From an optimization exercise on the open Yosys and OpenROAD flow, aimed at small area, a short achievable clock period and few clock cycles per item; shortcuts taken in it are not production practice. Where RTL was checked, it was by simulation tests only, not by an equivalence proof against the original. Function not checked in runs 7 and 8: the RTL went through the layout flow alone. No activity file was given, so power comes from the tool's default toggle rates.

**run.sh**
```bash
#!/bin/bash
# synth_recipe.tcl (not shown) runs the flow's synth.tcl, then flattens the netlist and writes it again
# the make line also repeats each setting of config.mk as NAME=value (left out here)
make -C /OpenROAD-flow-scripts/flow DESIGN_CONFIG=/design/flow/config.mk WORK_HOME=/design/flow/orfs CLKGATE_MAP_FILE= SYNTH_SCRIPT=/design/flow/synth_recipe.tcl finish
```
**config.mk**
```make
export PLATFORM = sky130hd
export DESIGN_NAME = crc_core
export DESIGN_NICKNAME = crc_core
export VERILOG_FILES = /design/flow/design.v
export SDC_FILE = /design/flow/constraint.sdc
export NUM_CORES = 4
export LEC_CHECK = 0
export CAP_MARGIN = 20
export CORE_MARGIN = 2
export CORE_UTILIZATION = 40
export SLEW_MARGIN = 20
```
**constraint.sdc**
```tcl
create_clock -name core_clock -period 8.0 [get_ports {clk}]
set_input_delay 1.6000 -clock core_clock [delete_from_list [all_inputs] [get_ports {clk}]]
set_output_delay 1.6000 -clock core_clock [all_outputs]
set_load 0.01 [all_outputs]
```
**design.v**
```verilog
module crc_engine (
    input  wire [7:0]  x,      
    output wire [63:0] t       
);
    localparam [63:0] POLY_R = 64'hC96C5795D7870F42;   
    function [63:0] table_entry(input [7:0] i);
        reg [63:0] c;
        integer k;
        begin
            c = {56'd0, i};
            for (k = 0; k < 8; k = k + 1)
                c = c[0] ? ((c >> 1) ^ POLY_R) : (c >> 1);
            table_entry = c;
        end
    endfunction
    function [63:0] table_lin(input [7:0] i);
        integer k;
        begin
            table_lin = 64'd0;
            for (k = 0; k < 8; k = k + 1)
                if (i[k])
                    table_lin = table_lin ^ table_entry(8'd1 << k);
        end
    endfunction
    assign t = table_lin(x);
endmodule
module crc_core (
    input  wire        clk,
    input  wire        rst,
    input  wire        cmd_valid,
    output wire        cmd_ready,
    input  wire [31:0] cmd_word,
    output reg         resp_valid,
    input  wire        resp_ready,
    output wire [7:0]  resp_status,
    output reg  [63:0] resp_data
);
    localparam [7:0] OP_CRC_INIT       = 8'h01;
    localparam [7:0] OP_CRC_UPDATE     = 8'h02;
    localparam [7:0] OP_CRC_READ       = 8'h03;
    localparam [7:0] OP_CRC_TABLE_READ = 8'h04;
    wire [7:0]  op  = cmd_word[7:0];
    wire [7:0]  a   = cmd_word[15:8];
    wire [15:0] off = cmd_word[31:16];
    wire is_init   = (op == OP_CRC_INIT)       && (off == 16'd0) && (a == 8'd0);
    wire is_update = (op == OP_CRC_UPDATE)     && (off == 16'd0);
    wire is_read   = (op == OP_CRC_READ)       && (off == 16'd0) && (a == 8'd0);
    wire is_table  = (op == OP_CRC_TABLE_READ) && (off == 16'd0);
    wire [11:0] in_e = {is_update, is_init, is_read, is_table, a};
    reg        h_v, s_v;
    reg [11:0] h_e, s_e;
    assign cmd_ready = !s_v;
    wire take  = cmd_valid && !s_v;
    wire adv   = h_v && (!resp_valid || resp_ready);    
    wire h_free = adv || !h_v;
    always @(posedge clk) begin
        if (rst) begin
            h_v <= 1'b0;
            s_v <= 1'b0;
        end else begin
            if (h_free) begin
                h_v <= s_v || take;
                h_e <= s_v ? s_e : in_e;
                s_v <= 1'b0;
            end else if (take) begin
                s_v <= 1'b1;
                s_e <= in_e;
            end
        end
    end
    wire       e_upd  = h_e[11];
    wire       e_init = h_e[10];
    wire       e_read = h_e[9];
    wire       e_tbl  = h_e[8];
    wire [7:0] e_a    = h_e[7:0];
    reg  [63:0] crc_s;
    wire [63:0] t_val;
    crc_engine u_engine (
        .x (e_a ^ (crc_s[7:0] & {8{e_upd}})),
        .t (t_val)
    );
    always @(posedge clk) begin
        if (rst || (adv && e_init))
            crc_s <= 64'hFFFFFFFFFFFFFFFF;
        else if (adv && e_upd)
            crc_s <= (crc_s >> 8) ^ t_val;
    end
    reg st_ill;
    assign resp_status = {7'd0, st_ill};
    always @(posedge clk) begin
        if (rst) begin
            resp_valid <= 1'b0;
        end else if (adv) begin
            resp_valid <= 1'b1;
            st_ill     <= !(e_upd || e_init || e_read || e_tbl);
            resp_data  <= ({64{e_read}} & ~crc_s) | ({64{e_tbl}} & t_val);
        end else if (resp_ready) begin
            resp_valid <= 1'b0;
        end
    end
endmodule
```
==> results by group, run 1 <==
Flow run
  • # Max-Cap Violations: 0

Timing
  • Setup Viol. Count Final: 0
  • Post-layout worst setup margin: 4520 ps
  • Fin. Hold Viols: 0
  • Fin Hold WS: 509 ps
  • TNS Setup: 0 ps
  • Worst clock skew: 9.28 ps
  • RSZ-0062 raised after global routing: no
  • Fin crit share: 0.435
  • Slew Limit Headroom: 0.329
  • Min cycle time layout: 3480 ps
  • Pins Over Slew Limit: 0
  • Worst-Margin Slew: 1010 ps
  • Fmax: 0.288 GHz

Die
  • Die Height: 142 um
  • Num rows: 50
  • Ports: 110
  • Die ar.: 0.0203 mm2
  • Chip Width: 142 um
  • Starting density of the core: 0.409
  • CORE AREA: 0.0188 mm2

Placement
  • Port bufs: 102
  • Routability congestion estimate: 0.841
  • DP Worst Slack: 4220 ps
  • Placed insts: 989
  • HPWL Detailed: 12400 um

Setup path
  • Worst setup EP type: output pin
  • Startpoint types: flip-flop
  • Setup slack, reg-to-reg: 4540 ps
  • Worst r2r src: h_e[11]
  • CP startpoint: s_v
  • Kind of critical path: reg -> out
  • Crit path max fanout: 15
  • Required @ worst endpoint: 6400 ps
  • WP data arrival: 1880 ps

Synth
  • Synth area leader: edfxtp_1
  • Synth top area share: 0.348
  • Yosys warns: 2
  • Main synth FF type: edfxtp_1
  • Yosys cell types: 46
  • Fraction of registers with async set/reset: 0
  • Cell area after synthesis: 0.00767 mm2
  • Mean post-synth cell area: 11.0 um2
  • Syn Inst Count: 699
  • Post-synth EDFFs: 89
  • Synth Register Bits: 156
  • Synth top area cells: edfxtp_1 35%, dfxtp_1 17%, xnor2_1 11%
  • Sequential share of the synthesized area: 0.523

Outcome
  • Status: no timing/DRC/antenna violations

Clock tree
  • CTS root buf: clkbuf_16
  • # hold bufs at CTS: 0
  • Clk pin slew, worst setup/hold paths: 60 ps
  • Post-CTS Setup Inserts: 0
  • Clk latency of the worst-skew pair: 430 ps
  • Clk sinks: 156
  • CTS tree: yes
  • H-Tree Depth: 4
  • Clock Tree Buf Depth: 2
  • TritonCTS Buffers: 17
  • # resized after CTS: 0

Final layout
  • Nets: 810
  • Layout cells sized above 1: 0.0775
  • Diode count: 0
  • Non-filler instance count after layout: 1021
  • Synth-to-Final Area Change: 23.3%
  • Most frequent cells in the layout: 102 x clkdlybuf4s50_1, 99 x nand2_1, 92 x xnor2_1, 89 x edfxtp_1, 67 x dfxtp_1
  • Commonest non-fill, non-tap cell in the layout: clkdlybuf4s50_1

Routing
  • DRT Wirelength: 18300 um
  • Post-route ant nets: 0
  • Via density: 5.24
  • Via Count: 5354
  • Drt pass-1 iters: 5
  • Initial DRC Count: 377
  • Drt wl/cell: 17.9 um
  • Remaining DRCs: 0

Pwr
  • Pwr per Cell Area: 240 mW/mm2
  • Pwr Total: 0.00227 W
  • Pleak: 3.51 nW
  • Worst vdd ir: 0.157 mV

Min path
  • Worst Hold Launch: crc_s[49]
  • Hold Crit Class: reg -> reg

Global route
  • Total GRT Usage: 0.188
  • Global-route wire length before repair: 29000 um
  • Initial antenna violation count: 0
  • Largest net degree at the start of global routing: 107
  • Overflow after GRT: 0
  • Vias in the first global route: 5262
-- synthesized netlist by cell type (2+ instances only) --
cell type,n
or2_2,2
a211o_1,3
nand2_1,99
dfxtp_1,67
xnor2_1,92
a21o_1,2
o21ai_0,52
buf_1,3
xnor3_1,9
a21oi_1,20
buf_4,12
o211ai_1,32
clkbuf_1,35
xnor2_2,2
xor2_1,56
inv_1,10
o31ai_1,2
nand3_1,10
nand2b_1,3
a22o_1,5
nor2_1,14
edfxtp_1,89
o22ai_1,19
nand4_1,2
xor3_1,4
nor4_1,8
and2_1,3
buf_2,9
mux2_2,10
nor3_1,9
-- worst max-delay path: stages (launching register included) --
cell	delay, ps
dfxtp_1	710
inv_1	210
clkdlybuf4s50_1	530
-- worst paths after layout --
| check | endpoint | cells after the start |
|---|---|---|
| setup / recovery | cmd_ready | 2 |
| hold / removal | crc_s[49] | 2 |
| setup reg to reg | crc_s[10] | 6 |
| hold reg to reg | crc_s[49] | 2 |
-- state kept, by name, summed over array words and instances, names as in the netlist --
signal and count:
st_ill 1, s_v 1, resp_data 64, resp_valid 1, h_v 1, s_e 12
crc_s 64, h_e 12
-- routing by layer --
metal	up-vias	share of wire	GRT usage
met5	-	0	0
met4	0	0.021	0.0730
met3	24	0.054	0.0441
met2	184	0.48	0.300
met1	2574	0.45	0.250
li1	2572	-	-
-- report_power, final --
| group | total, W | leakage [nW] | switching (W) | internal, W |
|---|---|---|---|---|
| registers | 0.000920 | 1.38 | 0.0000292 | 0.000891 |
| clock network | 0.000885 | 0.315 | 0.000331 | 0.000553 |
| logic | 0.000469 | 1.82 | 0.000249 | 0.000220 |
-- cell type report --
type	count	area (um2)
flip-flops and latches	156	4010
clock buffers	17	425
well taps	234	293
fillers	1670	9310
inverters	10	37.5
multi-input cells	480	3400
repair buffers	109	1070
clock inverters	15	216
-- per-stage QoR --
step / utilization / area (um2)
after global placement: 0.469 / 8810
final: 0.504 / 9460
after global routing: 0.504 / 9460
after detailed placement: 0.470 / 8820
after floorplan: - / 7690
after CTS: 0.504 / 9460
-- logic make-up (layout without fill, tap and decap cells) --
logic type | after synthesis | count (layout) | share of synthesized area
muxes | 10 | 10 | 0.0147
other | 1 | 7 | 0.000489
buffers and inverters | 69 | 151 | 0.0411
and+or+nand+nor | 156 | 156 | 0.0878
xor gates and xnor gates | 165 | 165 | 0.219
AOI/OAI and AO/OA | 142 | 142 | 0.114
DFF | 156 | 156 | 0.523
Testbench counts, summed over its fixed seeds: cycles 9,227, commands 9,211.
==> inputs of run 2 (changes only) <==
--- a/config.mk
+++ b/config.mk
@@ -7,5 +7,6 @@
 export LEC_CHECK = 0
 export CAP_MARGIN = 20
 export CORE_MARGIN = 2
-export CORE_UTILIZATION = 40
+export CORE_UTILIZATION = 70
+export CTS_BUF_LIST = sky130_fd_sc_hd__clkbuf_4 sky130_fd_sc_hd__clkbuf_8
 export SLEW_MARGIN = 20
==> results by group, run 2 <==
Outcome
  • Status: no timing/DRC/antenna violations (unchanged)

Timing
  • Slew Limit Headroom: 0.211 (was 0.329)
  • Pins Over Slew Limit: 0 (unchanged)
  • Fmax: 0.286 GHz (was 0.288 GHz)
  • Setup Viol. Count Final: 0 (unchanged)
  • RSZ-0062 raised after global routing: no (unchanged)
  • Fin Hold WS: 513 ps (was 509 ps)
  • Min cycle time layout: 3500 ps (was 3480 ps)
  • Worst-Margin Slew: 1170 ps (was 1010 ps)
  • Worst clock skew: 12.6 ps (was 9.28 ps)
  • Fin crit share: 0.438 (was 0.435)
  • TNS Setup: 0 ps (unchanged)
  • Fin. Hold Viols: 0 (unchanged)

Synth
  • Post-synth EDFFs: 89 (unchanged)
  • Fraction of registers with async set/reset: 0 (unchanged)
  • Synth top area share: 0.348 (unchanged)
  • Yosys warns: 2 (unchanged)
  • Post-synth top cells: 99 x nand2_1, 92 x xnor2_1, 89 x edfxtp_1 (unchanged)
  • Synth area leader: edfxtp_1 (unchanged)
  • Sequential share of the synthesized area: 0.523 (unchanged)
  • Main synth FF type: edfxtp_1 (unchanged)
  • Mean post-synth cell area: 11.0 um2 (unchanged)
  • Synth Register Bits: 156 (unchanged)
  • Yosys cell types: 46 (unchanged)
  • Synth top area cells: edfxtp_1 35%, dfxtp_1 17%, xnor2_1 11% (unchanged)
  • Syn Inst Count: 699 (unchanged)
  • Top-count cell post-synth: nand2_1 (unchanged)
  • Cell area after synthesis: 0.00767 mm2 (unchanged)

Clock tree
  • # hold bufs at CTS: 0 (unchanged)
  • Clk latency of the worst-skew pair: 470 ps (was 430 ps)
  • CTS root buf: clkbuf_8 (was clkbuf_16)
  • TritonCTS Buffers: 17 (unchanged)
  • Post-CTS Setup Inserts: 0 (unchanged)
  • CTS tree: yes (unchanged)
  • H-Tree Depth: 4 (unchanged)
  • # resized after CTS: 0 (unchanged)
  • Clock Tree Buf Depth: 2 (unchanged)
  • Clk pin slew, worst setup/hold paths: 80 ps (was 60 ps)
  • Clk sinks: 156 (unchanged)

Pwr
  • Flop pwr share: 0.466 (was 0.405)
  • Switch Pwr: 0.000586 W (was 0.000609 W)
  • Worst vdd ir: 0.152 mV (was 0.157 mV)
  • Clock network fraction of total power: 0.293 (was 0.389)
  • Sw Share: 0.297 (was 0.268)
  • Internal Power: 0.00139 W (was 0.00166 W)
  • Pwr per Cell Area: 217 mW/mm2 (was 240 mW/mm2)
  • Pleak: 3.39 nW (was 3.51 nW)
  • Combinational power share: 0.240 (was 0.206)

Placement
  • HPWL Detailed: 12100 um (was 12400 um)
  • Routability congestion estimate: 0.886 (was 0.841)
  • Port bufs: 102 (unchanged)
  • Placed insts: 894 (was 989)
  • Cell Area, Placed: 0.00868 mm2 (was 0.00882 mm2)

Final layout
  • Synth-to-Final Area Change: 18.4% (was 23.3%)
  • Most frequent cells in the layout: 102 x clkdlybuf4s50_1, 99 x nand2_1, 92 x xnor2_1, 89 x edfxtp_1, 67 x dfxtp_1 (unchanged)
  • Nets: 809 (was 810)
  • Diode count: 0 (unchanged)
  • Design Area, Final: 0.00908 mm2 (was 0.00946 mm2)
  • Commonest non-fill, non-tap cell in the layout: clkdlybuf4s50_1 (unchanged)
  • Largest registers: crc_s (64), resp_data (64) (unchanged)
  • Non-filler instance count after layout: 926 (was 1021)
  • Layout cells sized above 1: 0.0776 (was 0.0775)

Die
  • Die ar.: 0.0118 mm2 (was 0.0203 mm2)
  • Num rows: 38 (was 50)
  • Chip Width: 109 um (was 142 um)
  • Ports: 110 (unchanged)
  • Die Height: 109 um (was 142 um)
  • CORE AREA: 0.0107 mm2 (was 0.0188 mm2)
  • Starting density of the core: 0.714 (was 0.409)

Routing
  • Via Count: 5685 (was 5354)
  • Via density: 6.14 (was 5.24)
  • DRT Wirelength: 18300 um (about the same)
  • Initial DRC Count: 521 (was 377)
  • Drt wl/cell: 19.7 um (was 17.9 um)
  • Drt pass-1 iters: 5 (unchanged)
  • Post-route ant nets: 0 (unchanged)
  • Remaining DRCs: 0 (unchanged)

Min path
  • Hold Crit Class: reg -> reg (unchanged)
  • Worst Hold Launch: crc_s[43] (was crc_s[49])

Flow run
  • # Max-Cap Violations: 0 (unchanged)

Setup path
  • Worst r2r src: h_e[11] (unchanged)
  • Kind of critical path: reg -> out (unchanged)
  • Worst setup EP type: output pin (unchanged)
  • Required @ worst endpoint: 6400 ps (about the same)
  • Startpoint types: flip-flop (unchanged)
  • Crit path max fanout: 15 (unchanged)
  • CP startpoint: s_v (unchanged)
  • WP data arrival: 1900 ps (was 1880 ps)

Global route
  • Vias in the first global route: 5529 (was 5262)
  • Global-route wire length before repair: 28700 um (was 29000 um)
  • Total GRT Usage: 0.327 (was 0.188)
  • Initial antenna violation count: 0 (unchanged)
  • Overflow after GRT: 0 (unchanged)
  • Largest net degree at the start of global routing: 107 (unchanged)
==> run 2: worst paths after layout <==
check / depth (start not counted) / slack [ps] / to
worst max register to register: 6 / 4660 / crc_s[10]
worst min register to register: 2 / 510 / crc_s[43]
worst max-delay path: 2 / 4500 / cmd_ready
worst min-delay path: 2 / 510 / crc_s[43]
==> run 2: cell type report <==
type / instances / area, um2
timing repair buffer: 108 / 1070
inverter: 10 / 37.5
multi-input combinational: 480 / 3390
clock buffer: 21 / 283
sequential: 156 / 4010
tap: 140 / 175
clock inverter: 11 / 111
fill: 648 / 1670
==> run 2: metal layers <==
| metal | up-vias | track usage | routed length [um] |
|---|---|---|---|
| li1 | 2566 | - | - |
| met1 | 2763 | 0.428 | 7390 |
| met2 | 294 | 0.517 | 8710 |
| met3 | 62 | 0.0741 | 1520 |
| met4 | 0 | 0.160 | 666 |
| met5 | - | 0 | 0 |
==> run 2: cell families (layout without fill, tap and decap cells) <==
| logic type | Yosys count | count (layout) | synth area share |
|---|---|---|---|
| xor gates and xnor gates | 165 | 165 | 0.219 |
| other | 1 | 7 | 0.000489 |
| DFF | 156 | 156 | 0.523 |
| AOI/OAI and AO/OA | 142 | 142 | 0.114 |
| buffers and inverters | 69 | 150 | 0.0411 |
| and+or+nand+nor | 156 | 156 | 0.0878 |
| muxes | 10 | 10 | 0.0147 |
==> run 2: through the flow <==
stage | utilization | total power (W) | worst slack [ps]
final | 0.845 | 0.00197 | 4500
after detailed placement | 0.808 | 0.00139 | 4170
after CTS | 0.845 | 0.00196 | 4510
after global placement | 0.808 | 0.00138 | 4280
after global routing | 0.845 | 0.00204 | 4450
after floorplan | - | 0.00127 | 3020
==> run 2: power groups by stage <==
stage	logic (W)	registers, W	clock network (W)
4_1_cts	0.000467	0.000919	0.000574
3_5_place_dp	0.000457	0.000937	0
5_1_grt	0.000507	0.000923	0.000611
2_1_floorplan	0.000340	0.000930	0
3_3_place_gp	0.000446	0.000935	0
6_report	0.000474	0.000920	0.000578
==> run 2: worst max-delay path, stage by stage (launching register included) <==
cell,delay [ps]
dfxtp_1,720
inv_1,200
clkdlybuf4s50_1,520
==> inputs of run 3 (changes only) <==
--- a/config.mk
+++ b/config.mk
@@ -9,4 +9,5 @@
 export CORE_MARGIN = 2
 export CORE_UTILIZATION = 70
 export CTS_BUF_LIST = sky130_fd_sc_hd__clkbuf_4 sky130_fd_sc_hd__clkbuf_8
+export SETUP_SLACK_MARGIN = 5
 export SLEW_MARGIN = 20
==> results by group, run 3 <==
Setup path
  • Critical-path cell list: clkdlybuf4s50_1, nor4_2, nand3_2, or3_4, nor3_4, mux2_2 (was inv_1, clkdlybuf4s50_1)
  • R2R depth: 6 (unchanged)
  • Setup slack, reg-to-reg: 5160 ps (was 4660 ps)
  • Crit path max fanout: 2 (was 15)
  • CP max-delay cell: clkdlybuf4s50_1 (was dfxtp_1)
  • Kind of critical path: in -> reg (was reg -> out)
  • Worst r2r src: crc_s[3] (was h_e[11])
  • Worst setup EP type: flip-flop (was output pin)
  • Worst reg2reg path endpoint: crc_s[10] (unchanged)
  • Startpoint types: input port (was flip-flop)
  • CP max stage delay: 450 ps (was 720 ps)
  • CP startpoint: cmd_word[23] (was s_v)
  • CP Capture Point: h_e[10] (was cmd_ready)
  • WP data arrival: 3440 ps (was 1900 ps)
  • Required @ worst endpoint: 8320 ps (was 6400 ps)

Clock tree
  • Clock Tree Buf Depth: 2 (unchanged)
  • # hold bufs at CTS: 0 (unchanged)
  • Clk sinks: 156 (unchanged)
  • Clk latency of the worst-skew pair: 460 ps (was 470 ps)
  • H-Tree Depth: 4 (unchanged)
  • Clk pin slew, worst setup/hold paths: 90 ps (was 80 ps)
  • TritonCTS Buffers: 17 (unchanged)
  • CTS root buf: clkbuf_8 (unchanged)
  • CTS tree: yes (unchanged)

Routing
  • Post-route ant nets: 0 (unchanged)
  • Via Count: 5930 (was 5685)
  • Via density: 6.31 (was 6.14)
  • Drt pass-1 iters: 5 (unchanged)
  • Remaining DRCs: 0 (unchanged)
  • Initial DRC Count: 577 (was 521)
  • Drt wl/cell: 22.0 um (was 19.7 um)
  • DRT Wirelength: 20700 um (was 18300 um)

Final layout
  • Diode count: 0 (unchanged)
  • Commonest non-fill, non-tap cell in the layout: nand2_1 (was clkdlybuf4s50_1)
  • Nets: 823 (was 809)
  • Synth-to-Final Area Change: 22.3% (was 18.4%)
  • Register area: 0.00402 mm2 (was 0.00401 mm2)
  • Non-filler instance count after layout: 940 (was 926)
  • Layout fillers: 544 (was 648)
  • Largest registers: crc_s (64), resp_data (64) (unchanged)
  • Fin util: 0.873 (was 0.845)
  • Layout cells sized above 1: 0.109 (was 0.0776)
  • Area of the multi-input gates: 0.00350 mm2 (was 0.00339 mm2)
  • Most frequent cells in the layout: 99 x nand2_1, 98 x clkdlybuf4s50_1, 92 x xnor2_1, 89 x edfxtp_1, 66 x dfxtp_1 (was 102 x clkdlybuf4s50_1, 99 x nand2_1, 92 x xnor2_1, 89 x edfxtp_1, 67 x dfxtp_1)

Timing
  • Slew Limit Headroom: 0.304 (was 0.211)
  • TNS Setup: 0 ps (unchanged)
  • Worst clock skew: 12.5 ps (was 12.6 ps)
  • Worst-Margin Slew: 1040 ps (was 1170 ps)
  • RSZ-0062 raised after global routing: yes (was no)
  • Fmax: 0.320 GHz (was 0.286 GHz)
  • Fin. Hold Viols: 0 (unchanged)
  • Pins Over Slew Limit: 0 (unchanged)
  • Fin crit share: 0.390 (was 0.438)
  • Setup Viol. Count Final: 0 (unchanged)
  • Min cycle time layout: 3120 ps (was 3500 ps)

Global route
  • Vias in the first global route: 5553 (was 5529)
  • Total GRT Usage: 0.336 (was 0.327)
  • Largest net degree at the start of global routing: 107 (unchanged)
  • Initial antenna violation count: 0 (unchanged)
  • Global-route wire length before repair: 29400 um (was 28700 um)
  • Overflow after GRT: 0 (unchanged)

Die
  • Ports: 110 (unchanged)
  • Die ar.: 0.0118 mm2 (unchanged)
  • Die Height: 109 um (unchanged)
  • Starting density of the core: 0.714 (unchanged)
  • Chip Width: 109 um (unchanged)
  • CORE AREA: 0.0107 mm2 (unchanged)
  • Num rows: 38 (unchanged)

Synth
  • Fraction of registers with async set/reset: 0 (unchanged)
  • Yosys cell types: 46 (unchanged)
  • Synth top area share: 0.348 (unchanged)
  • Post-synth EDFFs: 89 (unchanged)
  • Mean post-synth cell area: 11.0 um2 (unchanged)
  • Synth top area cells: edfxtp_1 35%, dfxtp_1 17%, xnor2_1 11% (unchanged)
  • Synth Register Bits: 156 (unchanged)
  • Sequential share of the synthesized area: 0.523 (unchanged)
  • Top-count cell post-synth: nand2_1 (unchanged)
  • Post-synth top cells: 99 x nand2_1, 92 x xnor2_1, 89 x edfxtp_1 (unchanged)
  • Syn Inst Count: 699 (unchanged)
  • Cell area after synthesis: 0.00767 mm2 (unchanged)
  • Main synth FF type: edfxtp_1 (unchanged)
  • Synth area leader: edfxtp_1 (unchanged)
  • Yosys warns: 2 (unchanged)

Placement
  • HPWL Detailed: 12300 um (was 12100 um)
  • Routability congestion estimate: 0.890 (was 0.886)
  • Placed insts: 895 (was 894)
  • Port bufs: 102 (unchanged)

Flow run
  • # Max-Cap Violations: 0 (unchanged)

Pwr
  • Worst vdd ir: 0.162 mV (was 0.152 mV)
  • Pwr Total: 0.00206 W (was 0.00197 W)
  • Pwr per Cell Area: 219 mW/mm2 (was 217 mW/mm2)
  • Pleak: 3.56 nW (was 3.39 nW)

Outcome
  • Status: no timing/DRC/antenna violations (unchanged)

Min path
  • Hold Crit Class: reg -> reg (unchanged)
-- run 3: changes by cell type in the layout (fill, tap and decap cells not counted), moves of 2 or more --
| cell | before | now |
|---|---|---|
| buf_4 | 6 | 15 |
| buf_6 | 0 | 3 |
| bufinv_16 | 1 | 3 |
| clkdlybuf4s50_1 | 102 | 98 |
| clkinv_4 | 6 | 4 |
| clkinvlp_4 | 2 | 0 |
| dlymetal6s2s_1 | 0 | 3 |
| inv_6 | 1 | 3 |
| nand2b_1 | 3 | 1 |
| nand2b_4 | 0 | 2 |
| nor4_1 | 7 | 4 |
| nor4_2 | 1 | 3 |
-- run 3: critical path, delay by kind of cell --
family                 cells  cell delay [ps]
muxes                      1              190
buffers and inverters      1              450
and+or+nand+nor            4             1200
-- run 3: layout make-up --
class,count,share of cell area
well taps,140,0.0187
clock inverters,11,0.0167
clock buffers,21,0.0301
flip-flops and latches,156,0.428
inverters,10,0.00400
repair buffers,122,0.130
multi-input cells,480,0.373
-- run 3: per-layer routing --
| layer | global-route usage | vias up | wire (um) | part of all wire |
|---|---|---|---|---|
| met5 | 0 | - | 0 | 0 |
| met4 | 0.142 | 0 | 1140 | 0.055 |
| met3 | 0.0801 | 101 | 1880 | 0.091 |
| met2 | 0.554 | 391 | 10200 | 0.49 |
| met1 | 0.428 | 2845 | 7520 | 0.36 |
| li1 | - | 2593 | - | - |
-- run 3: report_power, final --
part           switching [W]  internal (W)  total, W
Sequential         0.0000301      0.000889  0.000919
Clock               0.000303      0.000342  0.000645
Combinational       0.000267      0.000225  0.000492
Total               0.000600       0.00146   0.00206
-- run 3: cell families (layout without fill, tap and decap cells) --
| group | after synthesis | count (layout) | synth area share |
|---|---|---|---|
| XOR/XNOR | 165 | 165 | 0.219 |
| flip-flops | 156 | 156 | 0.523 |
| AND/OR/NAND/NOR | 156 | 156 | 0.0878 |
| AO/OA/AOI/OAI | 142 | 142 | 0.114 |
| buffers and inverters | 69 | 164 | 0.0411 |
| multiplexers | 10 | 10 | 0.0147 |
| other | 1 | 7 | 0.000489 |
-- run 3: through the flow --
step	hold slack (ps)	area [um2]	worst slack, ps
final	499	9390	4880
after floorplan	459	7710	4850
after detailed placement	492	8700	4260
after CTS	504	9220	4980
after global placement	482	8700	4330
after global routing	539	9390	4830
-- run 3: worst min path at each step --
stage / startpoint / to / slack (ps) / depth (start not counted)
after floorplan: crc_s[9] / crc_s[9] / 460 / 2
after global placement: crc_s[59] / crc_s[59] / 480 / 2
after detailed placement: crc_s[59] / crc_s[59] / 490 / 2
after CTS: crc_s[59] / crc_s[59] / 500 / 2
after global routing: crc_s[20] / crc_s[20] / 540 / 2
final: crc_s[59] / crc_s[59] / 500 / 2
-- run 3: repair_timing --
action | 4_1_cts | 5_1_grt
buffers inserted | 1 | 9
endpoints found under the hold margin | 0 | 0
resized for setup | 18 | 13
gates cloned | 0 | 3
pin swaps | 1 | 6
endpoints found under the setup margin | 131 | 56
==> inputs of run 4 (changes only) <==
==> flow/run.sh (new file) <==
#!/bin/bash
set -euo pipefail
export BUFFER_PORTS_ARGS="-buffer_cell sky130_fd_sc_hd__buf_1"
bash standard.sh > standard_make.log 2>&1
==> standard.sh (new file) <==
#!/bin/bash
# synth_recipe.tcl (not shown) runs the flow's synth.tcl, then flattens the netlist and writes it again
# the make line also repeats each setting of config.mk as NAME=value (left out here)
make -C /OpenROAD-flow-scripts/flow DESIGN_CONFIG=/design/flow/config.mk WORK_HOME=/design/flow/orfs CLKGATE_MAP_FILE= SYNTH_SCRIPT=/design/flow/synth_recipe.tcl "${@:-finish}"
--- a/config.mk
+++ b/config.mk
@@ -7,7 +7,7 @@
 export LEC_CHECK = 0
 export CAP_MARGIN = 20
 export CORE_MARGIN = 2
-export CORE_UTILIZATION = 70
+export CORE_UTILIZATION = 55
 export CTS_BUF_LIST = sky130_fd_sc_hd__clkbuf_4 sky130_fd_sc_hd__clkbuf_8
 export SETUP_SLACK_MARGIN = 5
 export SLEW_MARGIN = 20
removed: run.sh
==> results by group, run 4 <==
Setup path
  • Crit path max fanout: 27 (was 2)
  • Top delay family on crit path: simple AND/OR/NAND/NOR gates (unchanged)
  • Kind of critical path: in -> reg (unchanged)
  • Critical-path cell list: buf_1, nand2b_1, nand3_4, or4_1, o311a_1 (was clkdlybuf4s50_1, nor4_2, nand3_2, or3_4, nor3_4, mux2_2)
  • CP max-delay cell: or4_1 (was clkdlybuf4s50_1)
  • Required @ worst endpoint: 8350 ps (was 8320 ps)
  • CP max stage delay: 610 ps (was 450 ps)
  • WP data arrival: 3390 ps (was 3440 ps)
  • Worst setup EP type: flip-flop (unchanged)
  • WP buf/inv: 1 (unchanged)
  • Startpoint types: input port (unchanged)

Global route
  • Total GRT Usage: 0.248 (was 0.336)
  • Initial antenna violation count: 0 (unchanged)
  • Vias in the first global route: 4939 (was 5553)
  • Largest net degree at the start of global routing: 60 (was 107)
  • Global-route wire length before repair: 27300 um (was 29400 um)
  • Overflow after GRT: 0 (unchanged)

Synth
  • Synth top area cells: edfxtp_1 35%, dfxtp_1 17%, xnor2_1 11% (unchanged)
  • Main synth FF type: edfxtp_1 (unchanged)
  • Post-synth top cells: 99 x nand2_1, 92 x xnor2_1, 89 x edfxtp_1 (unchanged)
  • Top-count cell post-synth: nand2_1 (unchanged)
  • Fraction of registers with async set/reset: 0 (unchanged)
  • Synth top area share: 0.348 (unchanged)
  • Mean post-synth cell area: 11.0 um2 (unchanged)
  • Synth Register Bits: 156 (unchanged)
  • Post-synth EDFFs: 89 (unchanged)
  • Cell area after synthesis: 0.00767 mm2 (unchanged)
  • Sequential share of the synthesized area: 0.523 (unchanged)
  • Yosys cell types: 46 (unchanged)
  • Synth area leader: edfxtp_1 (unchanged)
  • Syn Inst Count: 699 (unchanged)
  • Yosys warns: 2 (unchanged)

Min path
  • Hold Crit Class: reg -> reg (unchanged)

Timing
  • Fin crit share: 0.379 (was 0.390)
  • Fin. Hold Viols: 0 (unchanged)
  • Slew Limit Headroom: 0.324 (was 0.304)
  • Fin Hold WS: 506 ps (was 499 ps)
  • Setup Viol. Count Final: 0 (unchanged)
  • Pins Over Slew Limit: 0 (unchanged)
  • Fmax: 0.330 GHz (was 0.320 GHz)
  • Post-layout worst setup margin: 4970 ps (was 4880 ps)
  • Worst clock skew: 13.8 ps (was 12.5 ps)
  • Min cycle time layout: 3030 ps (was 3120 ps)
  • TNS Setup: 0 ps (unchanged)
  • Worst-Margin Slew: 1010 ps (was 1040 ps)
  • RSZ-0062 raised after global routing: yes (unchanged)

Placement
  • Placed insts: 934 (was 895)
  • DP Worst Slack: 4050 ps (was 4260 ps)
  • Port bufs: 102 (unchanged)
  • Routability congestion estimate: 0.821 (was 0.890)
  • Cell Area, Placed: 0.00811 mm2 (was 0.00870 mm2)
  • HPWL Detailed: 11700 um (was 12300 um)

Routing
  • Via Count: 5398 (was 5930)
  • Remaining DRCs: 0 (unchanged)
  • Drt pass-1 iters: 5 (unchanged)
  • Metal3 WL: 935 um (was 1880 um)
  • Routed wl met2: 8370 um (was 10200 um)
  • Post-route ant nets: 0 (unchanged)
  • DRT Wirelength: 18100 um (was 20700 um)
  • Routed met1 length: 8420 um (was 7520 um)
  • Drt wl/cell: 18.7 um (was 22.0 um)
  • Initial DRC Count: 462 (was 577)
  • Max Used Layer: met4 (unchanged)
  • Via density: 5.57 (was 6.31)

Die
  • Num rows: 43 (was 38)
  • Die Height: 122 um (was 109 um)
  • Die ar.: 0.0149 mm2 (was 0.0118 mm2)
  • Starting density of the core: 0.557 (was 0.714)
  • Chip Width: 122 um (was 109 um)
  • Ports: 110 (unchanged)
  • CORE AREA: 0.0138 mm2 (was 0.0107 mm2)

Final layout
  • Design Area, Final: 0.00856 mm2 (was 0.00939 mm2)
  • Synth-to-Final Area Change: 11.6% (was 22.3%)
  • Largest registers: crc_s (64), resp_data (64) (unchanged)
  • Diode count: 0 (unchanged)
  • Non-filler instance count after layout: 969 (was 940)
  • Commonest non-fill, non-tap cell in the layout: buf_1 (was nand2_1)
  • Layout cells sized above 1: 0.0849 (was 0.109)
  • Nets: 812 (was 823)
  • Most frequent cells in the layout: 102 x buf_1, 99 x nand2_1, 91 x xnor2_1, 89 x edfxtp_1, 66 x dfxtp_1 (was 99 x nand2_1, 98 x clkdlybuf4s50_1, 92 x xnor2_1, 89 x edfxtp_1, 66 x dfxtp_1)

Clock tree
  • CTS tree: yes (unchanged)
  • CTS root buf: clkbuf_8 (unchanged)
  • Clock Tree Buf Depth: 2 (unchanged)
  • H-Tree Depth: 4 (unchanged)
  • Clk sinks: 156 (unchanged)
  • Clk pin slew, worst setup/hold paths: 90 ps (about the same)
  • TritonCTS Buffers: 17 (unchanged)
  • Clk latency of the worst-skew pair: 460 ps (about the same)

Pwr
  • Pwr per Cell Area: 228 mW/mm2 (was 219 mW/mm2)
  • Worst vdd ir: 0.118 mV (was 0.162 mV)
  • Pleak: 3.12 nW (was 3.56 nW)

Flow run
  • # Max-Cap Violations: 0 (unchanged)

Outcome
  • Status: no timing/DRC/antenna violations (unchanged)
[run 4: cell counts after synthesis]
No cell type changed its count.
[run 4: final cells by class]
class / count / area (um2)
fill: 1187 / 5210
sequential: 156 / 4020
multi-input combinational: 482 / 3450
timing repair buffer: 109 / 435
clock buffer: 19 / 255
tap: 180 / 225
clock inverter: 13 / 141
inverter: 10 / 37.5
[run 4: path summary, 6_finish.rpt]
check | startpoint | slack [ps] | cells past startpoint | to
setup / recovery | resp_ready | 4970 | 5 | crc_s[10]
hold / removal | crc_s[59] | 510 | 2 | crc_s[59]
hold reg to reg | crc_s[59] | 510 | 2 | crc_s[59]
setup reg to reg | h_e[11] | 5070 | 6 | crc_s[10]
[run 4: metrics by stage]
stage	utilization	power, W
floorplan	-	0.00127
detailed placement	0.589	0.00137
global placement	0.589	0.00137
CTS	0.619	0.00196
finish	0.622	0.00195
global route	0.622	0.00203
[run 4: timing repair]
| action | CTS | global route |
|---|---|---|
| gates cloned | 1 | 1 |
| hold buffers | 0 | 0 |
| setup endpoints to repair | 40 | 10 |
| gates resized for setup | 2 | 2 |
| pin swaps | 0 | 1 |
| endpoints found under the hold margin | 0 | 0 |
| buffers inserted | 1 | 0 |
[run 4: cell families after synthesis]
logic type | synth area share
buffers and inverters | 0.0411
and+or+nand+nor | 0.0878
other | 0.000489
AOI/OAI and AO/OA | 0.114
muxes | 0.0147
DFF | 0.523
xor gates and xnor gates | 0.219
[run 4: worst reg2reg max path: cells and delay by family (launching register included)]
kind,cells,cell delay [ps]
xor+xnor,3,1350
simple gates,2,700
flops,1,660
compound gates,1,140
[run 4: report_power, final]
group / total, W / switching [W] / internal (W)
sequential: 0.000919 / 0.0000289 / 0.000890
combinational: 0.000442 / 0.000249 / 0.000193
clock: 0.000590 / 0.000300 / 0.000290
[run 4: routing by layer]
layer / global-route usage / up-vias
li1: - / 2581
met2: 0.382 / 179
met4: 0.0963 / 0
met1: 0.352 / 2611
met5: 0 / -
met3: 0.0412 / 27
==> inputs of run 5 (changes only) <==
--- a/config.mk
+++ b/config.mk
@@ -5,6 +5,7 @@
 export SDC_FILE = /design/flow/constraint.sdc
 export NUM_CORES = 4
 export LEC_CHECK = 0
+export ABC_AREA = 1
 export CAP_MARGIN = 20
 export CORE_MARGIN = 2
 export CORE_UTILIZATION = 55
==> results by group, run 5 <==
Outcome
  • Status: no timing/DRC/antenna violations (unchanged)

Synth
  • Top-count cell post-synth: nand2_1 (unchanged)
  • Syn Inst Count: 910 (was 699)
  • Fraction of registers with async set/reset: 0 (unchanged)
  • Yosys cell types: 38 (was 46)
  • Synth top area cells: edfxtp_1 34%, dfxtp_1 17%, nand2_1 12% (was edfxtp_1 35%, dfxtp_1 17%, xnor2_1 11%)
  • Synth Register Bits: 156 (unchanged)
  • Main synth FF type: edfxtp_1 (unchanged)
  • Yosys warns: 2 (unchanged)
  • Mean post-synth cell area: 8.66 um2 (was 11.0 um2)
  • Post-synth EDFFs: 89 (unchanged)
  • Synth area leader: edfxtp_1 (unchanged)
  • Sequential share of the synthesized area: 0.509 (was 0.523)
  • Synth top area share: 0.339 (was 0.348)
  • Post-synth top cells: 246 x nand2_1, 89 x edfxtp_1, 89 x nand3_1 (was 99 x nand2_1, 92 x xnor2_1, 89 x edfxtp_1)
  • Cell area after synthesis: 0.00788 mm2 (was 0.00767 mm2)

Routing
  • Via density: 5.70 (was 5.57)
  • Initial DRC Count: 695 (was 462)
  • Drt wl/cell: 17.7 um (was 18.7 um)
  • Via Count: 6798 (was 5398)
  • Post-route ant nets: 0 (unchanged)
  • Remaining DRCs: 0 (unchanged)
  • Drt pass-1 iters: 5 (unchanged)
  • DRT Wirelength: 21100 um (was 18100 um)

Min path
  • Worst Hold Launch: crc_s[1] (was crc_s[59])
  • Hold worst-path end: crc_s[1] (was crc_s[59])
  • Hold Crit Class: reg -> reg (unchanged)
  • Hold path depth: 2 (unchanged)

Global route
  • Largest net degree at the start of global routing: 76 (was 60)
  • Total GRT Usage: 0.283 (was 0.248)
  • Vias in the first global route: 6264 (was 4939)
  • Global-route wire length before repair: 32600 um (was 27300 um)
  • Initial antenna violation count: 0 (unchanged)
  • Overflow after GRT: 0 (unchanged)

Clock tree
  • CTS root buf: clkbuf_8 (unchanged)
  • TritonCTS Buffers: 17 (unchanged)
  • # hold bufs at CTS: 0 (unchanged)
  • Clk pin slew, worst setup/hold paths: 90 ps (about the same)
  • H-Tree Depth: 4 (unchanged)
  • Clk latency of the worst-skew pair: 450 ps (was 460 ps)
  • Clk sinks: 156 (unchanged)
  • Clock Tree Buf Depth: 2 (unchanged)
  • CTS tree: yes (unchanged)

Final layout
  • Commonest non-fill, non-tap cell in the layout: nand2_1 (was buf_1)
  • Nets: 1036 (was 812)
  • Most frequent cells in the layout: 243 x nand2_1, 102 x buf_1, 89 x nand3_1, 89 x edfxtp_1, 66 x dfxtp_1 (was 102 x buf_1, 99 x nand2_1, 91 x xnor2_1, 89 x edfxtp_1, 66 x dfxtp_1)
  • Largest registers: crc_s (64), resp_data (64) (unchanged)
  • Synth-to-Final Area Change: 12.0% (was 11.6%)
  • Area of the multi-input gates: 0.00343 mm2 (was 0.00345 mm2)
  • Non-filler instance count after layout: 1193 (was 969)
  • Layout fillers: 1176 (was 1187)
  • Register area: 0.00402 mm2 (unchanged)
  • Diode count: 0 (unchanged)
  • Layout cells sized above 1: 0.103 (was 0.0849)

Timing
  • Worst-Margin Slew: 1020 ps (was 1010 ps)
  • Pins Over Slew Limit: 0 (unchanged)
  • Fin crit share: 0.363 (was 0.379)
  • Min cycle time layout: 2900 ps (was 3030 ps)
  • Fin. Hold Viols: 0 (unchanged)
  • Fin Hold WS: 507 ps (was 506 ps)
  • Setup Viol. Count Final: 0 (unchanged)
  • RSZ-0062 raised after global routing: no (was yes)
  • TNS Setup: 0 ps (unchanged)
  • Fmax: 0.344 GHz (was 0.330 GHz)
  • Worst clock skew: 12.1 ps (was 13.8 ps)
  • Slew Limit Headroom: 0.321 (was 0.324)

Setup path
  • WP data arrival: 3000 ps (was 3390 ps)
  • Top delay family on crit path: buffers and inverters (was simple AND/OR/NAND/NOR gates)
  • WP buf/inv: 3 (was 1)
  • CP max stage delay: 460 ps (was 610 ps)
  • Worst reg2reg path endpoint: resp_data[24] (was crc_s[10])
  • Worst setup EP type: flip-flop (unchanged)
  • Critical-path cell list: buf_1, inv_12, nand2_8, nand2_4, nor2_4, buf_6 (was buf_1, nand2b_1, nand3_4, or4_1, o311a_1)
  • Required @ worst endpoint: 8100 ps (was 8350 ps)
  • Startpoint types: input port (unchanged)
  • Crit path max fanout: 47 (was 27)
  • Setup slack, reg-to-reg: 5200 ps (was 5070 ps)
  • Kind of critical path: in -> reg (unchanged)
  • R2R depth: 11 (was 6)
  • CP max-delay cell: nor2_4 (was or4_1)
  • Worst r2r src: h_e[11] (unchanged)

Die
  • Die Height: 124 um (was 122 um)
  • Die ar.: 0.0153 mm2 (was 0.0149 mm2)
  • Ports: 110 (unchanged)
  • CORE AREA: 0.0139 mm2 (was 0.0138 mm2)
  • Starting density of the core: 0.565 (was 0.557)
  • Chip Width: 124 um (was 122 um)
  • Num rows: 43 (unchanged)

Pwr
  • Worst vdd ir: 0.120 mV (was 0.118 mV)
  • Pwr per Cell Area: 217 mW/mm2 (was 228 mW/mm2)
  • Pleak: 3.54 nW (was 3.12 nW)

Placement
  • Placed insts: 1158 (was 934)
  • Port bufs: 102 (unchanged)
  • HPWL Detailed: 14400 um (was 11700 um)
  • Routability congestion estimate: 0.923 (was 0.821)

Flow run
  • # Max-Cap Violations: 0 (unchanged)
## run 5: cell types whose count changed after synthesis, sizes merged, moves of 15 or more
cell    change
a21oi      +35
inv        +54
nand2     +176
nand3      +80
nor2       +21
o211ai     -17
o22ai      +15
xnor2      -81
## run 5: final cells by class
class	instances	share of cell area
clock buffer	21	0.0299
clock inverter	11	0.0165
inverter	67	0.0322
multi-input combinational	647	0.388
sequential	156	0.455
tap	180	0.0255
timing repair buffer	111	0.0523
## run 5: report_power, final
group	switching (W)	leakage, nW	total (W)	internal, W
Combinational	0.000273	1.94	0.000391	0.000117
Clock	0.000295	0.204	0.000617	0.000322
Sequential	0.0000213	1.40	0.000907	0.000885
## run 5: tightest hold or removal path: stages (launching register included)
cell	delay, ps
dfxtp_1	360
a21oi_1	70
nand2_1	60
## run 5: per-layer routing
| layer | global-route usage | share of wire | routed length (um) |
|---|---|---|---|
| met1 | 0.389 | 0.43 | 9130 |
| met2 | 0.450 | 0.47 | 9950 |
| met3 | 0.0453 | 0.073 | 1530 |
| met4 | 0.112 | 0.024 | 503 |
| met5 | 0 | 0 | 0 |
## run 5: worst max-delay path by stage
| stage | from | to | slack (ps) | cells after the start |
|---|---|---|---|---|
| 5_1_grt | resp_ready | resp_data[43] | 5010 | 6 |
| 4_1_cts | resp_ready | resp_data[51] | 5060 | 6 |
| 6_report | resp_ready | resp_data[43] | 5100 | 6 |
| 3_3_place_gp | resp_ready | crc_s[4] | 4160 | 9 |
| 2_1_floorplan | resp_ready | resp_data[0] | 4880 | 4 |
| 3_5_place_dp | resp_ready | crc_s[33] | 4020 | 9 |
## run 5: repair_timing
| action | 4_1_cts | 5_1_grt |
|---|---|---|
| gates resized for setup | 7 | 5 |
| setup endpoints to repair | 113 | 54 |
| pin swaps | 0 | 1 |
| cloned | 0 | 0 |
| buffers inserted | 3 | 0 |
## run 5: logic make-up after synthesis
logic type / synth area share
AO/OA/AOI/OAI: 0.116
XOR/XNOR: 0.0748
buffers and inverters: 0.0648
flip-flops: 0.509
other: 0.000476
AND/OR/NAND/NOR: 0.234
## run 5: through the flow
stage | util | area, um2 | worst slack [ps] | power (W)
after floorplan | - | 7950 | 4880 | 0.00120
after global placement | 0.600 | 8360 | 4160 | 0.00130
after detailed placement | 0.600 | 8360 | 4020 | 0.00130
after CTS | 0.632 | 8810 | 5060 | 0.00191
after global routing | 0.633 | 8820 | 5010 | 0.00199
final | 0.633 | 8820 | 5100 | 0.00191
==> inputs of run 6 (changes only) <==
==> flow/run.sh (replaced) <==
#!/bin/bash
set -euo pipefail
export BUFFER_PORTS_ARGS="-buffer_cell sky130_fd_sc_hd__buf_1"
export SETUP_SLACK_MARGIN=5.8
bash standard.sh > standard_make.log 2>&1
--- a/config.mk
+++ b/config.mk
@@ -5,10 +5,8 @@
 export SDC_FILE = /design/flow/constraint.sdc
 export NUM_CORES = 4
 export LEC_CHECK = 0
-export ABC_AREA = 1
 export CAP_MARGIN = 20
 export CORE_MARGIN = 2
 export CORE_UTILIZATION = 55
 export CTS_BUF_LIST = sky130_fd_sc_hd__clkbuf_4 sky130_fd_sc_hd__clkbuf_8
-export SETUP_SLACK_MARGIN = 5
 export SLEW_MARGIN = 20
==> results by group, run 6 <==
Outcome
  • Status: no timing/DRC/antenna violations (unchanged)

Synth
  • Synth top area share: 0.348 (was 0.339)
  • Mux contribution to synthesized area: 0.0147 (was 0)
  • Post-synth top cells: 99 x nand2_1, 92 x xnor2_1, 89 x edfxtp_1 (was 246 x nand2_1, 89 x edfxtp_1, 89 x nand3_1)
  • Largest family of logic cells by synthesized area: XOR/XNOR gates (was simple AND/OR/NAND/NOR gates)
  • Area share of fa/ha/maj cells after synthesis: 0 (unchanged)
  • Yosys warns: 2 (unchanged)
  • Sequential share of the synthesized area: 0.523 (was 0.509)
  • Compound-Gate Fraction of Synth Area: 0.114 (was 0.116)
  • Post-synth EDFFs: 89 (unchanged)
  • Yosys cell types: 46 (was 38)
  • Fraction of registers with async set/reset: 0 (unchanged)
  • Main synth FF type: edfxtp_1 (unchanged)
  • Syn Inst Count: 699 (was 910)
  • Synth Register Bits: 156 (unchanged)
  • Mean post-synth cell area: 11.0 um2 (was 8.66 um2)
  • Post-Synth Simple-Gate Area: 0.0878 (was 0.234)
  • Top-count cell post-synth: nand2_1 (unchanged)
  • Post-Synth XOR/XNOR Area: 0.219 (was 0.0748)
  • Synth area leader: edfxtp_1 (unchanged)
  • Cell area after synthesis: 0.00767 mm2 (was 0.00788 mm2)
  • Synth top area cells: edfxtp_1 35%, dfxtp_1 17%, xnor2_1 11% (was edfxtp_1 34%, dfxtp_1 17%, nand2_1 12%)

Timing
  • Worst-Margin Slew: 1160 ps (was 1020 ps)
  • Worst clock skew: 18.6 ps (was 12.1 ps)
  • Fmax: 0.375 GHz (was 0.344 GHz)
  • Min cycle time layout: 2670 ps (was 2900 ps)
  • RSZ-0062 raised after global routing: yes (was no)
  • Post-layout worst setup margin: 5330 ps (was 5100 ps)
  • Fin. Hold Viols: 0 (unchanged)
  • Setup Viol. Count Final: 0 (unchanged)
  • Pins Over Slew Limit: 0 (unchanged)
  • Slew Limit Headroom: 0.228 (was 0.321)
  • TNS Setup: 0 ps (unchanged)
  • Fin crit share: 0.333 (was 0.363)

Setup path
  • Required @ worst endpoint: 6400 ps (was 8100 ps)
  • WP buf/inv: 1 (was 3)
  • Worst reg2reg path endpoint: crc_s[21] (was resp_data[24])
  • WP data arrival: 1070 ps (was 3000 ps)
  • Crit path max fanout: 1 (was 47)
  • Setup slack, reg-to-reg: 5480 ps (was 5200 ps)
  • Kind of critical path: reg -> out (was in -> reg)
  • Critical-path cell list: clkbuf_2 (was buf_1, inv_12, nand2_8, nand2_4, nor2_4, buf_6)
  • Worst r2r src: h_e[11] (unchanged)
  • CP Depth: 1 (was 6)
  • Top delay family on crit path: flip-flops (was buffers and inverters)
  • R2R depth: 8 (was 11)
  • CP max-delay cell: edfxtp_1 (was nor2_4)
  • Startpoint types: flip-flop (was input port)
  • Worst setup EP type: output pin (was flip-flop)
  • CP max stage delay: 420 ps (was 460 ps)

Pwr
  • Pwr per Cell Area: 190 mW/mm2 (was 217 mW/mm2)
  • Worst vdd ir: 0.127 mV (was 0.120 mV)
  • Flop pwr share: 0.417 (was 0.474)
  • Switch Pwr: 0.000740 W (was 0.000590 W)
  • Pleak: 4.64 nW (was 3.54 nW)
  • Internal Power: 0.00148 W (was 0.00132 W)
  • Sw Share: 0.333 (was 0.308)
  • Combinational power share: 0.349 (was 0.204)
  • Clock network fraction of total power: 0.234 (was 0.322)

Flow run
  • # Max-Cap Violations: 0 (unchanged)

Final layout
  • Most frequent cells in the layout: 89 x edfxtp_1, 77 x nand2_1, 77 x buf_4, 61 x xnor2_1, 61 x clkbuf_2 (was 243 x nand2_1, 102 x buf_1, 89 x nand3_1, 89 x edfxtp_1, 66 x dfxtp_1)
  • Commonest non-fill, non-tap cell in the layout: edfxtp_1 (was nand2_1)
  • Layout fillers: 610 (was 1176)
  • Register area: 0.00403 mm2 (was 0.00402 mm2)
  • Synth-to-Final Area Change: 52.3% (was 12.0%)
  • Largest registers: crc_s (64), resp_data (64) (unchanged)
  • Nets: 957 (was 1036)
  • Layout cells sized above 1: 0.455 (was 0.103)
  • Diode count: 0 (unchanged)
  • Area of the multi-input gates: 0.00465 mm2 (was 0.00343 mm2)

Placement
  • Port bufs: 102 (unchanged)
  • HPWL Detailed: 11800 um (was 14400 um)
  • DP Worst Slack: 4320 ps (was 4020 ps)
  • Routability congestion estimate: 0.836 (was 0.923)

Global route
  • Largest net degree at the start of global routing: 60 (was 76)
  • Vias in the first global route: 6172 (was 6264)
  • Overflow after GRT: 0 (unchanged)
  • Total GRT Usage: 0.335 (was 0.283)
  • Global-route wire length before repair: 36000 um (was 32600 um)
  • Initial antenna violation count: 0 (unchanged)

Clock tree
  • CTS tree: yes (unchanged)
  • CTS root buf: clkbuf_8 (unchanged)
  • Clk pin slew, worst setup/hold paths: 90 ps (about the same)
  • Clk latency of the worst-skew pair: 480 ps (was 450 ps)
  • Clock Tree Buf Depth: 2 (unchanged)
  • TritonCTS Buffers: 17 (unchanged)
  • Clk sinks: 156 (unchanged)
  • # hold bufs at CTS: 0 (unchanged)
  • H-Tree Depth: 4 (unchanged)

Die
  • CORE AREA: 0.0138 mm2 (was 0.0139 mm2)
  • Chip Width: 122 um (was 124 um)
  • Ports: 110 (unchanged)
  • Starting density of the core: 0.557 (was 0.565)
  • Num rows: 43 (unchanged)
  • Die ar.: 0.0149 mm2 (was 0.0153 mm2)
  • Die Height: 122 um (was 124 um)

Routing
  • Drt pass-1 iters: 5 (unchanged)
  • Via density: 6.40 (was 5.70)
  • Drt wl/cell: 27.0 um (was 17.7 um)
  • Initial DRC Count: 863 (was 695)
  • DRT Wirelength: 30000 um (was 21100 um)
  • Via Count: 7132 (was 6798)
  • Post-route ant nets: 0 (unchanged)
  • Remaining DRCs: 0 (unchanged)

Min path
  • Worst Hold Launch: crc_s[49] (was crc_s[1])
  • Hold path depth: 2 (unchanged)
  • Hold worst-path end: crc_s[49] (was crc_s[1])
  • Hold Crit Class: reg -> reg (unchanged)
## run 6: cell type report
class / count / area share
multi-input combinational: 488 / 0.398
tap: 180 / 0.0193
timing repair buffer: 248 / 0.206
clock buffer: 19 / 0.0213
clock inverter: 13 / 0.00653
sequential: 156 / 0.345
inverter: 10 / 0.00343
## run 6: metal layers
metal  vias to the layer above  routed length (um)  GRT usage
met3                       212                2960     0.0740
met2                       575               14100      0.549
met1                      3458               10300      0.414
met5                         -                   0          0
li1                       2887                   -          -
met4                         0                2720      0.182
## run 6: how the worst max path moves through the flow
stage,start,to,slack [ps]
detailed placement,resp_ready,crc_s[10],4320
CTS,resp_data[63],resp_data[63],5390
finish,st_ill,resp_status[0],5330
global route,st_ill,resp_status[0],5330
floorplan,rst,resp_data[0],4850
global placement,resp_ready,crc_s[10],4390
## run 6: power by group through the flow
stage / logic (W) / registers (W) / clock network (W)
2_1_floorplan: 0.000352 / 0.000930 / 0
3_3_place_gp: 0.000439 / 0.000937 / 0
3_5_place_dp: 0.000443 / 0.000938 / 0
4_1_cts: 0.000568 / 0.000920 / 0.000509
5_1_grt: 0.000801 / 0.000929 / 0.000547
6_report: 0.000776 / 0.000927 / 0.000521
## run 6: what timing repair did
action	CTS	global route
endpoints found under the setup margin	273	244
gates resized for setup	139	218
pin swaps	33	67
gates cloned	25	6
setup buffers	58	59
## run 6: metrics by stage
step / utilization / power, W / area [um2] / hold WS [ps] / std cells
2_1_floorplan: - / 0.00128 / 7970 / 467 / 705
3_3_place_gp: 0.599 / 0.00138 / 8260 / 486 / 934
3_5_place_dp: 0.599 / 0.00138 / 8260 / 494 / 934
4_1_cts: 0.745 / 0.00200 / 10300 / 509 / 1049
5_1_grt: 0.848 / 0.00228 / 11700 / 537 / 1114
6_report: 0.848 / 0.00222 / 11700 / 514 / 1114
## run 6: cell families after synthesis
group,after synthesis
buffers and inverters,69
and+or+nand+nor,156
other,1
AOI/OAI and AO/OA,142
xor gates and xnor gates,165
DFF,156
muxes,10
==> inputs of run 7 (changes only) <==
==> design.v (replaced) <==
module crc_engine (
    input  wire [7:0]  x,      
    output wire [63:0] t       
);
    localparam [63:0] POLY_R = 64'hC96C5795D7870F42;   
    function [63:0] table_entry(input [7:0] i);
        reg [63:0] c;
        integer k;
        begin
            c = {56'd0, i};
            for (k = 0; k < 8; k = k + 1)
                c = c[0] ? ((c >> 1) ^ POLY_R) : (c >> 1);
            table_entry = c;
        end
    endfunction
    function [63:0] table_lin(input [7:0] i);
        integer k;
        begin
            table_lin = 64'd0;
            for (k = 0; k < 8; k = k + 1)
                if (i[k])
                    table_lin = table_lin ^ table_entry(8'd1 << k);
        end
    endfunction
    assign t = table_lin(x);
endmodule
module crc_core (
    input  wire        clk,
    input  wire        rst,
    input  wire        cmd_valid,
    output wire        cmd_ready,
    input  wire [31:0] cmd_word,
    output reg         resp_valid,
    input  wire        resp_ready,
    output wire [7:0]  resp_status,
    output wire [63:0] resp_data
);
    localparam [7:0] OP_CRC_INIT       = 8'h01;
    localparam [7:0] OP_CRC_UPDATE     = 8'h02;
    localparam [7:0] OP_CRC_READ       = 8'h03;
    localparam [7:0] OP_CRC_TABLE_READ = 8'h04;
    wire [7:0]  op  = cmd_word[7:0];
    wire [7:0]  a   = cmd_word[15:8];
    wire [15:0] off = cmd_word[31:16];
    wire is_init   = (op == OP_CRC_INIT)       && (off == 16'd0) && (a == 8'd0);
    wire is_update = (op == OP_CRC_UPDATE)     && (off == 16'd0);
    wire is_read   = (op == OP_CRC_READ)       && (off == 16'd0) && (a == 8'd0);
    wire is_table  = (op == OP_CRC_TABLE_READ) && (off == 16'd0);
    reg        s_v;
    reg        s_ill, s_upd, s_init, s_rd, s_tbl, s_op1;
    reg [7:0]  s_a;
    reg        h_ill, h_upd, h_init, h_rd, h_tbl;
    reg [7:0]  h_x;
    assign cmd_ready = !s_v;
    wire take   = cmd_valid && !s_v;
    wire pop    = resp_valid && resp_ready;
    wire h_free = pop || !resp_valid;
    reg  [63:0] crc_s;
    wire [63:0] t_val;
    reg  [63:0] crc_n;
    crc_engine u_engine (
        .x (h_x),
        .t (t_val)
    );
    always @(*) begin
        if (rst || (pop && h_init))
            crc_n = 64'hFFFFFFFFFFFFFFFF;
        else if (pop && h_upd)
            crc_n = (crc_s >> 8) ^ t_val;
        else
            crc_n = crc_s;
    end
    always @(posedge clk)
        crc_s <= crc_n;
    wire       n_op1 = s_v ? s_op1 : op[1];
    wire [7:0] n_a   = s_v ? s_a : a;
    always @(posedge clk) begin
        if (rst) begin
            resp_valid <= 1'b0;
            s_v        <= 1'b0;
        end else begin
            if (h_free) begin
                resp_valid <= s_v || take;
                s_v        <= 1'b0;
                if (s_v) begin
                    h_ill  <= s_ill;
                    h_upd  <= s_upd;
                    h_init <= s_init;
                    h_rd   <= s_rd;
                    h_tbl  <= s_tbl;
                end else begin
                    h_ill  <= !(is_init || is_update || is_read || is_table);
                    h_upd  <= is_update;
                    h_init <= is_init;
                    h_rd   <= is_read;
                    h_tbl  <= is_table;
                end
                h_x <= n_a ^ (crc_n[7:0] & {8{n_op1}});
            end else if (take) begin
                s_v    <= 1'b1;
                s_ill  <= !(is_init || is_update || is_read || is_table);
                s_upd  <= is_update;
                s_init <= is_init;
                s_rd   <= is_read;
                s_tbl  <= is_table;
                s_op1  <= op[1];
                s_a    <= a;
            end
        end
    end
    assign resp_status = {7'd0, h_ill};
    assign resp_data   = ({64{h_rd}} & ~crc_s) | ({64{h_tbl}} & t_val);
endmodule
==> run.sh (new file) <==
#!/bin/bash
# synth_recipe.tcl (not shown) runs the flow's synth.tcl, then flattens the netlist and writes it again
# the make line also repeats each setting of config.mk as NAME=value (left out here)
make -C /OpenROAD-flow-scripts/flow DESIGN_CONFIG=/design/flow/config.mk WORK_HOME=/design/flow/orfs CLKGATE_MAP_FILE= SYNTH_SCRIPT=/design/flow/synth_recipe.tcl finish
--- a/config.mk
+++ b/config.mk
@@ -7,6 +7,7 @@
 export LEC_CHECK = 0
 export CAP_MARGIN = 20
 export CORE_MARGIN = 2
-export CORE_UTILIZATION = 55
+export CORE_UTILIZATION = 70
 export CTS_BUF_LIST = sky130_fd_sc_hd__clkbuf_4 sky130_fd_sc_hd__clkbuf_8
+export SETUP_SLACK_MARGIN = 5
 export SLEW_MARGIN = 20
removed: flow/run.sh
removed: standard.sh
==> results by group, run 7 <==
Clock tree
  • Post-CTS Setup Inserts: 126 (was 58)
  • CTS root buf: clkbuf_8 (unchanged)
  • Clk sinks: 93 (was 156)
  • # resized after CTS: 423 (was 139)
  • TritonCTS Buffers: 9 (was 17)
  • Clock Tree Buf Depth: 2 (unchanged)
  • H-Tree Depth: 3 (was 4)
  • # hold bufs at CTS: 0 (unchanged)

Placement
  • Routability congestion estimate: 0.884 (was 0.836)
  • HPWL Detailed: 11200 um (was 11800 um)
  • Placed insts: 771 (was 934)
  • Cell Area, Placed: 0.00680 mm2 (was 0.00826 mm2)
  • Port bufs: 102 (unchanged)

Synth
  • Fraction of registers with async set/reset: 0 (unchanged)
  • Mean post-synth cell area: 9.30 um2 (was 11.0 um2)
  • Synth top area share: 0.234 (was 0.348)
  • Syn Inst Count: 607 (was 699)
  • Yosys warns: 2 (unchanged)
  • Post-synth top cells: 112 x nand2_1, 71 x xnor2_1, 66 x dfxtp_1 (was 99 x nand2_1, 92 x xnor2_1, 89 x edfxtp_1)
  • Cell area after synthesis: 0.00565 mm2 (was 0.00767 mm2)
  • Main synth FF type: dfxtp_1 (was edfxtp_1)
  • Synth top area cells: dfxtp_1 23%, edfxtp_1 14%, xnor2_1 11% (was edfxtp_1 35%, dfxtp_1 17%, xnor2_1 11%)
  • Yosys cell types: 48 (was 46)
  • Top-count cell post-synth: nand2_1 (unchanged)
  • Post-synth EDFFs: 27 (was 89)
  • Synth Register Bits: 93 (was 156)
  • Synth area leader: dfxtp_1 (was edfxtp_1)
  • Sequential share of the synthesized area: 0.378 (was 0.523)

Die
  • Chip Width: 93.8 um (was 122 um)
  • Ports: 110 (unchanged)
  • Starting density of the core: 0.727 (was 0.557)
  • Num rows: 32 (was 43)
  • Die Height: 93.8 um (was 122 um)

Outcome
  • Stopped at: clock tree synthesis
  • Run Error: [ERROR DPL-0038] Utilization greater than 100%, impossible to legalize
  • Status: aborted with a tool error (was no timing/DRC/antenna violations)
-- run 7: changes by cell type after synthesis, sizes merged, moves of 6 or more --
cell	previous run	this run
a21oi	20	14
edfxtp	89	27
inv	10	3
mux2	10	3
mux2i	0	8
nand2	99	112
nor2	14	23
o21ai	53	63
o22ai	19	13
xnor2	95	78
xor2	56	42
-- run 7: cell families after synthesis --
kind of cell | Yosys count | share of synthesized area
flip-flops | 93 | 0.378
multiplexers | 11 | 0.0202
AND/OR/NAND/NOR | 174 | 0.131
AO/OA/AOI/OAI | 138 | 0.150
buffers and inverters | 55 | 0.0512
other | 1 | 0.000664
XOR/XNOR | 135 | 0.269
-- run 7: worst min path at each step --
stage / startpoint / end / slack (ps) / cells after the start
floorplan: crc_s[5] / crc_s[5] / 460 / 2
detailed placement: crc_s[63] / crc_s[63] / 490 / 2
global placement: crc_s[5] / crc_s[5] / 470 / 2
-- run 7: through the flow --
stage | util | setup WS [ps]
floorplan | - | 4780
global placement | 0.875 | 3660
detailed placement | 0.875 | 3530
-- run 7: power by group through the flow --
stage	Clock (W)	Sequential [W]	Combinational (W)
floorplan	0	0.000526	0.000451
global placement	0	0.000552	0.000627
detailed placement	0	0.000555	0.000644
==> inputs of run 8 (changes only) <==
--- a/config.mk
+++ b/config.mk
@@ -5,6 +5,7 @@
 export SDC_FILE = /design/flow/constraint.sdc
 export NUM_CORES = 4
 export LEC_CHECK = 0
+export ABC_CLOCK_PERIOD_IN_PS = 2500
 export CAP_MARGIN = 20
 export CORE_MARGIN = 2
 export CORE_UTILIZATION = 70
==> results by group, run 8 <==
Outcome
  • Status: aborted with a tool error (unchanged)
  • Stopped at: clock tree synthesis (unchanged)
  • Run Error: [ERROR DPL-0038] Utilization greater than 100%, impossible to legalize (unchanged)

Synth
  • Synth top area cells: dfxtp_1 23%, edfxtp_1 14%, xnor2_1 11% (unchanged)
  • Post-synth top cells: 112 x nand2_1, 71 x xnor2_1, 66 x dfxtp_1 (unchanged)
  • Synth Register Bits: 93 (unchanged)
  • Post-synth EDFFs: 27 (unchanged)
  • Cell area after synthesis: 0.00565 mm2 (unchanged)
  • Synth area leader: dfxtp_1 (unchanged)
  • Yosys cell types: 48 (unchanged)
  • Main synth FF type: dfxtp_1 (unchanged)
  • Yosys warns: 2 (unchanged)
  • Fraction of registers with async set/reset: 0 (unchanged)
  • Sequential share of the synthesized area: 0.378 (unchanged)
  • Synth top area share: 0.234 (unchanged)
  • Mean post-synth cell area: 9.30 um2 (unchanged)
  • Top-count cell post-synth: nand2_1 (unchanged)
  • Syn Inst Count: 607 (unchanged)

Clock tree
  • Clock Tree Buf Depth: 2 (unchanged)
  • H-Tree Depth: 3 (unchanged)
  • Post-CTS Setup Inserts: 126 (unchanged)
  • TritonCTS Buffers: 9 (unchanged)
  • Clk sinks: 93 (unchanged)
  • CTS root buf: clkbuf_8 (unchanged)
  • # resized after CTS: 423 (unchanged)
  • # hold bufs at CTS: 0 (unchanged)

Die
  • Die Height: 93.8 um (unchanged)
  • Ports: 110 (unchanged)
  • Chip Width: 93.8 um (unchanged)
  • Starting density of the core: 0.727 (unchanged)
  • Num rows: 32 (unchanged)

Placement
  • Routability congestion estimate: 0.884 (unchanged)
  • HPWL Detailed: 11200 um (unchanged)
  • Port bufs: 102 (unchanged)
## run 8: cell counts after synthesis
Identical to the previous run, type by type.
## run 8: worst max path at each step
stage | endpoint | startpoint | slack [ps] | cells after the start
after floorplan | resp_data[30] | h_x[7] | 4780 | 6
after global placement | resp_data[9] | h_x[4] | 3660 | 6
after detailed placement | resp_data[16] | h_x[4] | 3530 | 6
## run 8: cells by family after synthesis
family          after synthesis  synth area share
mux                          11            0.0202
xor+xnor                    135             0.269
compound gates              138             0.150
buf+inv                      55            0.0512
other cells                   1          0.000664
simple gates                174             0.131
flops                        93             0.378
## run 8: power groups by stage
stage | Combinational (W) | Clock, W | Sequential [W]
floorplan | 0.000451 | 0 | 0.000526
global placement | 0.000627 | 0 | 0.000552
detailed placement | 0.000644 | 0 | 0.000555
## run 8: per-stage QoR
step                      setup slack (ps)  total power [W]  cell area (um2)  std cells
after detailed placement              3530          0.00120             6800        771
after global placement                3660          0.00118             6800        771
after floorplan                       4780         0.000976             5870        613

## afterwards: timing with drivers on the ports
Ports are ideal in the flow. The routed layouts listed here were re-timed in OpenROAD.
Step 1: set_driving_cell puts a clkbuf_16 on clk and a buf_2 on each other input, an assumption about the parent block.
Step 2 times the ports against the registers' clock, not the clock port: input delays grow and output delays shrink by t, the midpoint of the rising clock arrivals with the driver on.
Slacks: no drivers / after step 1 / after step 2; pairs: no drivers / after step 1.
run	shift t [ns]	setup slack, ns	worst setup path at the end	worst slew at a driven data input, ns	cell pins on the clock port's net
run 1	0.466	4.523 / 4.482 / 4.232	input to register	0.04	1
run 2	0.493	4.498 / 4.464 / 4.185	input to register	0.04	1
run 3	0.488	4.878 / 4.862 / 4.374	input to register	0.06	1
run 4	0.493	4.966 / 4.976 / 4.483	input to register	0.04	1
run 5	0.484	5.097 / 5.075 / 4.629	input to register	0.03	1
run 6	0.500	5.333 / 5.300 / 4.896	input to register	0.07	1
After both steps setup and hold are still met in every run listed. For run 3, which loses most, drivers alone change the setup slack by -0.016 ns; drivers and shift together by -0.504 ns.
